Context: an optimization exercise on an open-source flow, tuned for small area, a short achievable clock period and few clock cycles. The choices shown serve that exercise and are no tape-out recipe. Only simulation tests tie the RTL to the original design; equivalence was not proved. No activity file was given, so power comes from the tool's default toggle rates.

==> design/flow/design.v <==
module cc_framer (
    input  wire        clk,
    input  wire        rst,
    input  wire        cmd_valid,
    output wire        cmd_ready,
    input  wire [1:0]  cmd_op,       
    input  wire [15:0] cmd_arg,      
    input  wire [31:0] cmd_time,     
    input  wire        in_valid,
    output wire        in_ready,
    input  wire [7:0]  in_data,
    output wire        out_valid,
    input  wire        out_ready,
    output wire [7:0]  out_data,
    output wire        out_last,
    output wire        resp_valid,
    input  wire        resp_ready,
    output reg         resp_err,
    output reg         resp_desync,
    output reg  [15:0] resp_nout,
    output reg  [31:0] resp_desync_count
);
    localparam OP_FEED   = 2'd0;
    localparam OP_DISC   = 2'd1;
    localparam OP_SETMD  = 2'd2;
    localparam S_IDLE = 2'd0;
    localparam S_FEED = 2'd1;
    localparam S_EMIT = 2'd2;
    localparam S_RESP = 2'd3;
    reg [1:0]  state;
    reg [15:0] maxdelay;
    reg        lock;
    reg [31:0] last_time;
    reg        last_valid;
    reg [7:0]  buffer [0:259];
    reg [8:0]  cnt;         
    reg [7:0]  len_byte;    
    reg [8:0]  rd_idx;
    reg [15:0] remaining;
    wire [31:0] gap     = cmd_time - last_time;
    wire        timeout = (maxdelay != 16'd0) && last_valid && (gap > {16'd0, maxdelay});
    wire [8:0]  frame_len = {1'b0, len_byte} + 9'd5;
    wire        in_fire   = (state == S_FEED) && (remaining != 16'd0) && in_valid;
    wire        completes = (cnt >= 9'd2) && (cnt + 9'd1 == frame_len);
    assign cmd_ready  = (state == S_IDLE);
    assign in_ready   = (state == S_FEED) && (remaining != 16'd0);
    assign out_valid  = (state == S_EMIT);
    assign out_data   = buffer[rd_idx];
    assign out_last   = (rd_idx == cnt);
    assign resp_valid = (state == S_RESP);
    always @(posedge clk) begin
        if (in_fire)
            buffer[cnt] <= in_data;
    end
    always @(posedge clk) begin
        if (rst) begin
            state             <= S_IDLE;
            maxdelay          <= 16'd50;
            lock              <= 1'b0;
            last_time         <= 32'd0;
            last_valid        <= 1'b0;
            cnt               <= 9'd0;
            len_byte          <= 8'd0;
            rd_idx            <= 9'd0;
            remaining         <= 16'd0;
            resp_err          <= 1'b0;
            resp_desync       <= 1'b0;
            resp_nout         <= 16'd0;
            resp_desync_count <= 32'd0;
        end else begin
            case (state)
            S_IDLE: begin
                if (cmd_valid) begin
                    resp_err    <= 1'b0;
                    resp_desync <= 1'b0;
                    resp_nout   <= 16'd0;
                    state       <= S_RESP;
                    case (cmd_op)
                    OP_FEED: begin
                        lock      <= 1'b1;
                        remaining <= cmd_arg;
                        state     <= S_FEED;
                        if (maxdelay != 16'd0) begin
                            if (timeout) begin
                                if (cnt != 9'd0) begin
                                    resp_desync       <= 1'b1;
                                    resp_desync_count <= resp_desync_count + 32'd1;
                                end
                                cnt <= 9'd0;
                            end
                            last_time  <= cmd_time;
                            last_valid <= 1'b1;
                        end
                    end
                    OP_DISC: begin
                        cnt <= 9'd0;
                    end
                    OP_SETMD: begin
                        if (lock)
                            resp_err <= 1'b1;
                        else
                            maxdelay <= cmd_arg;
                    end
                    default: ;
                    endcase
                end
            end
            S_FEED: begin
                if (remaining == 16'd0) begin
                    state <= S_RESP;
                end else if (in_valid) begin
                    remaining <= remaining - 16'd1;
                    if (cnt == 9'd1)
                        len_byte <= in_data;
                    if (completes) begin
                        rd_idx <= 9'd0;
                        state  <= S_EMIT;
                    end else begin
                        cnt <= cnt + 9'd1;
                    end
                end
            end
            S_EMIT: begin
                if (out_ready) begin
                    if (out_last) begin
                        cnt       <= 9'd0;
                        resp_nout <= resp_nout + 16'd1;
                        state     <= S_FEED;
                    end else begin
                        rd_idx <= rd_idx + 9'd1;
                    end
                end
            end
            S_RESP: begin
                if (resp_ready)
                    state <= S_IDLE;
            end
            endcase
        end
    end
endmodule
==> design/flow/run.sh <==
#!/bin/bash
# synth_recipe.tcl (not shown) runs the flow's synth.tcl, then flattens the netlist and writes it again
# the make line also repeats each setting of config.mk as NAME=value (left out here)
make -C /OpenROAD-flow-scripts/flow DESIGN_CONFIG=/design/flow/config.mk WORK_HOME=/design/flow/orfs CLKGATE_MAP_FILE= SYNTH_SCRIPT=/design/flow/synth_recipe.tcl finish
==> design/flow/config.mk <==
export PLATFORM = sky130hd
export DESIGN_NAME = cc_framer
export DESIGN_NICKNAME = cc_framer
export VERILOG_FILES = /design/flow/design.v
export SDC_FILE = /design/flow/constraint.sdc
export NUM_CORES = 4
export LEC_CHECK = 0
export CAP_MARGIN = 20
export CORE_MARGIN = 2
export CORE_UTILIZATION = 40
export PLACE_DENSITY = 0.6
export SLEW_MARGIN = 20
==> design/flow/constraint.sdc <==
create_clock -name core_clock -period 8.0 [get_ports {clk}]
set_input_delay 1.6000 -clock core_clock [delete_from_list [all_inputs] [get_ports {clk}]]
set_output_delay 1.6000 -clock core_clock [all_outputs]
set_load 0.01 [all_outputs]
==> impl_metrics.ini <==
[detailed_routing]
dr.pass1.iters = 5
drt-total-wl_um = 213700
wl_per_cell_um = 26.76
via_per_inst = 5.618
drtIter0Drc = 5097
route.vias.total = 44858
remaining_drc_errors = 0
antenna_violating_nets_post_route = 0

[setup_path]
crit_path_top_delay_cell = sky130_fd_sc_hd__dfxtp_4
cpPeakStageDelay_ns = 0.92
timing.critical_path.fanout_max = 45
critical-path-top-cell-by-count = sky130_fd_sc_hd__mux4_2
crit_type = reg2out
crit_arrival_ns = 5.43
crit_path_cell_trace = buf_4, mux4_2, mux4_2, mux2i_1, mux4_2, nand2_1, nor2_1, a211oi_1, clkdlybuf4s50_1
reg2reg_setup_slack_ns = 2.90
worst_r2r_startpoint = cnt[0]
r2r.worst_path.cells = 11
endpoint_kind = output port
crit_required_ns = 6.40
worst_setup_start_kind = register

[timing]
maxClockFrequency_ghz = 0.1423
hold_viol_final = 0
unrepaired_setup_endpoints_after_global_routing = false
min_cycle_time_layout_ns = 7.027
timing_worst_slew_pin_value_ns = 1.229
timing_max_transition_violations_final = 0
setup_ws_final_ns = 0.9725
setup_tns_ns = 0
post-route-period-util_pct = 87.84
setup_viol_count_final = 0
clock_skew_ns = 0.04172
timing.max_slew.rel_slack_pct = 18.07

[synthesis]
ys_top_cells_by_count = sky130_fd_sc_hd__edfxtp_1 (2080), sky130_fd_sc_hd__mux4_2 (664), sky130_fd_sc_hd__nor2_1 (384)
synthDistinctLibCells = 74
synth_fp_nets = 4756
most_repeated_cell_in_the_gate_level_netlist_after_synthesis = sky130_fd_sc_hd__edfxtp_1
synth_top_area_share_pct = 69.46
post_synth_main_area_contributors = sky130_fd_sc_hd__edfxtp_1 (69%), sky130_fd_sc_hd__mux4_2 (17%), sky130_fd_sc_hd__dfxtp_1 (3.4%)
ys_async_sr_fraction_pct = 0
synth_enable_flop_cells = 2080
synthFlopType = sky130_fd_sc_hd__edfxtp_1
synth_sequential_area_ratio_pct = 72.86
synth_area_per_cell_sq_um = 19.40
ys_warn_count = 1
post-synth-top-area-cell = sky130_fd_sc_hd__edfxtp_1
postSynthCellCount = 4635
synth.ff_latch_count = 2233
syn_area_sq_um = 89930

[clock_network]
post_cts_hold_buffer_count = 0
worst_skew_pair.late_latency_ns = 0.85
cts_tree = done
ctsLongestPathBuffers = 3
root_buffer = sky130_fd_sc_hd__clkbuf_16
cts-htree-levels = 4
post-cts-setup-buffers = 0
cts_buffers = 218
clock_slew_at_the_register_clock_pins_of_the_worst_setup_and_hold_paths_ns = 0.06
cts.sinks = 2233
postCtsResizedCells = 0

[flow_run]
cap_viol_max_count = 0

[placement]
place.port_buffers = 126
place_congestion = 0.8214
hpwl_um = 128900
place_worst_setup_slack_ns = 1.409

[global_route]
globalRouteOverflowTotal = 0
grt_max_degree = 194
grtUsageTotal_pct = 18.52
grt_first_pass_wirelength_um = 313600
grt_pass1_vias = 45483
antenna_found_initial = 15

[pwr]
power_leakage_uw = 0.03030
power_frac_clock_pct = 43.4
power.switching_uw = 5035
internal-power_uw = 18990
seqPwrFrac_pct = 53.3
power_share_of_the_combinational_group_pct = 3.3
swShare_pct = 20.95
peakVddDrop_v = 0.0001992
power_density_nw_per_um2 = 235.2

[worst_hold_path]
hold-path-cell-count = 2
hold_class = reg2reg
worstHoldEndpoint = last_time[24]
hp-start = last_time[24]

[final_layout]
syn_to_final_growth_pct = 13.59
design.final.nets = 4918
layout-drive-gt1-share_pct = 22.51

[floorplanning]
io_pins = 127
floorplan.core_area_sq_um = 224200
std_cell_rows = 174
chipWidth_um = 478.2
initial_cell_density_of_the_core_pct = 40.10
die_outline_area_sq_um = 228600
chipHeight_um = 478.2

[outcome]
status = complete, no violations
-- power by group through the flow --
| stage | Sequential, uW | Combinational [uW] | Clock (uW) |
|---|---|---|---|
| finish | 12800 | 781 | 10400 |
| global route | 12800 | 858 | 11100 |
| CTS | 12800 | 785 | 10600 |
| detailed placement | 13100 | 783 | 0 |
| global placement | 13100 | 765 | 0 |
| floorplan | 13000 | 391 | 0 |
-- flip-flops by register name (all words and copies together), names as in the netlist, named ones only --
signal and cells:
lock 1, resp_err 1, buffer 2080, rd_idx 9, resp_nout 16, state 2, last_valid 1, resp_desync_count 32
resp_desync 1, cnt 9, maxdelay 16, remaining 16, last_time 32, len_byte 8
-- critical path: cells and delay by family, from the launching register on --
kind	cells	cell delay, ns
AO/OA/AOI/OAI	1	0.76
flip-flops	1	0.92
AND/OR/NAND/NOR	2	0.16
buffers and inverters	2	1.23
multiplexers	4	1.45
-- per-stage QoR --
step | power [uW] | cells | util [%] | hold WS [ns] | area, sq um
detailed placement | 13840 | 7569 | 42.28 | 0.4465 | 94820
global route | 24760 | 7983 | 45.55 | 0.4662 | 102100
global placement | 13820 | 7569 | 42.28 | 0.4428 | 94810
finish | 24030 | 7985 | 45.55 | 0.4539 | 102100
CTS | 24220 | 7982 | 45.55 | 0.4551 | 102100
floorplan | 13440 | 4635 | - | 0.4363 | 89930
-- cells in the final DEF, fill, tap and decap left out, types with 12 or more instances in the layout --
cell type,netlist,routed
sky130_fd_sc_hd__edfxtp_1,2080,2080
sky130_fd_sc_hd__mux4_2,664,664
sky130_fd_sc_hd__nor2_1,384,383
sky130_fd_sc_hd__clkbuf_16,0,220
sky130_fd_sc_hd__nand2_1,222,211
sky130_fd_sc_hd__dfxtp_1,153,148
sky130_fd_sc_hd__a21oi_1,128,128
sky130_fd_sc_hd__clkdlybuf4s50_1,0,117
sky130_fd_sc_hd__inv_1,70,70
sky130_fd_sc_hd__mux2i_1,68,68
sky130_fd_sc_hd__buf_4,0,59
sky130_fd_sc_hd__ha_1,56,56
sky130_fd_sc_hd__clkinv_1,1,54
sky130_fd_sc_hd__o21ai_0,54,54
sky130_fd_sc_hd__clkinv_2,0,43
sky130_fd_sc_hd__nand3_1,46,42
sky130_fd_sc_hd__clkbuf_1,182,39
sky130_fd_sc_hd__nor3_1,36,36
sky130_fd_sc_hd__xnor2_1,35,35
sky130_fd_sc_hd__nor2b_1,31,31
sky130_fd_sc_hd__xor2_1,29,29
sky130_fd_sc_hd__nand4_1,28,28
sky130_fd_sc_hd__bufinv_16,0,27
sky130_fd_sc_hd__nor4_1,25,25
sky130_fd_sc_hd__a211oi_1,23,23
sky130_fd_sc_hd__or3_1,18,18
sky130_fd_sc_hd__and3_1,18,18
sky130_fd_sc_hd__buf_12,0,18
sky130_fd_sc_hd__a21o_1,16,16
sky130_fd_sc_hd__mux2_2,14,14
sky130_fd_sc_hd__or4_1,12,12
sky130_fd_sc_hd__and4_1,12,12
sky130_fd_sc_hd__o31ai_1,12,12
-- how the worst max path moves through the flow --
| stage | cells past startpoint | startpoint | slack, ns | to |
|---|---|---|---|---|
| after detailed placement | 18 | cmd_time[8] | 1.41 | resp_desync_count[10] |
| after floorplan | 22 | cmd_time[3] | 2.48 | resp_desync_count[3] |
| after global routing | 9 | register | 0.90 | out_data[1] |
| after global placement | 23 | cmd_time[3] | 1.37 | resp_desync_count[15] |
| final | 9 | register | 0.97 | out_data[4] |
| after CTS | 9 | register | 0.92 | out_data[4] |
-- layout make-up --
class	instances	area [sq um]
antenna	3	7.507
clock buffer	263	5707
clock inverter	150	1612
fill	19013	122100
inverter	71	266.5
multi-input combinational	2070	23170
sequential	2233	65540
tap	2992	3744
timing repair buffer	203	2106
-- metal layers --
layer  global-route usage [%]  up-vias  routed length, um
met5                        0        -                 58
met4                    4.774       10               4530
met3                    3.205      274              14250
met2                    29.49     1457             102500
met1                    26.51    23870              92280
li1                         -    19247                  -
-- logic make-up (layout without fill, tap and decap cells) --
group | after synthesis | count (layout) | synth area share, %
XOR/XNOR | 64 | 64 | 0.6233
buffers and inverters | 332 | 687 | 1.446
flip-flops | 2233 | 2233 | 72.86
adder cells (fa/ha/maj) | 57 | 57 | 0.8014
other | 0 | 3 | 0
multiplexers | 750 | 750 | 17.61
AND/OR/NAND/NOR | 877 | 877 | 4.409
AO/OA/AOI/OAI | 322 | 322 | 2.247
Testbench counts, summed over its fixed seeds: cycles 262,676.

-- static timing again, ports no longer ideal --
No port has a modelled driver above. Below, the same layout with a new extraction and two added sets of constraints. Step 1, drivers: a clkbuf_16 drives clk and a buf_2 each remaining input, both assumed. Step 2 moves the port delays by t, midway between the first and last clock arrival at a register: inputs arrive t later, outputs are due t later. That takes back most of the time a late clock gives input paths. Slacks: no drivers / after step 1 / after step 2; pairs: no drivers / after step 1.
t (ns): 0.922
setup WS [ns]: 0.973 / 0.888 / 1.360
worst hold slack (ns): 0.454 / 0.454 / 0.454
After both steps this run still meets setup and hold. For this run, drivers alone change the setup slack by -0.085 ns; drivers and shift together by +0.387 ns.
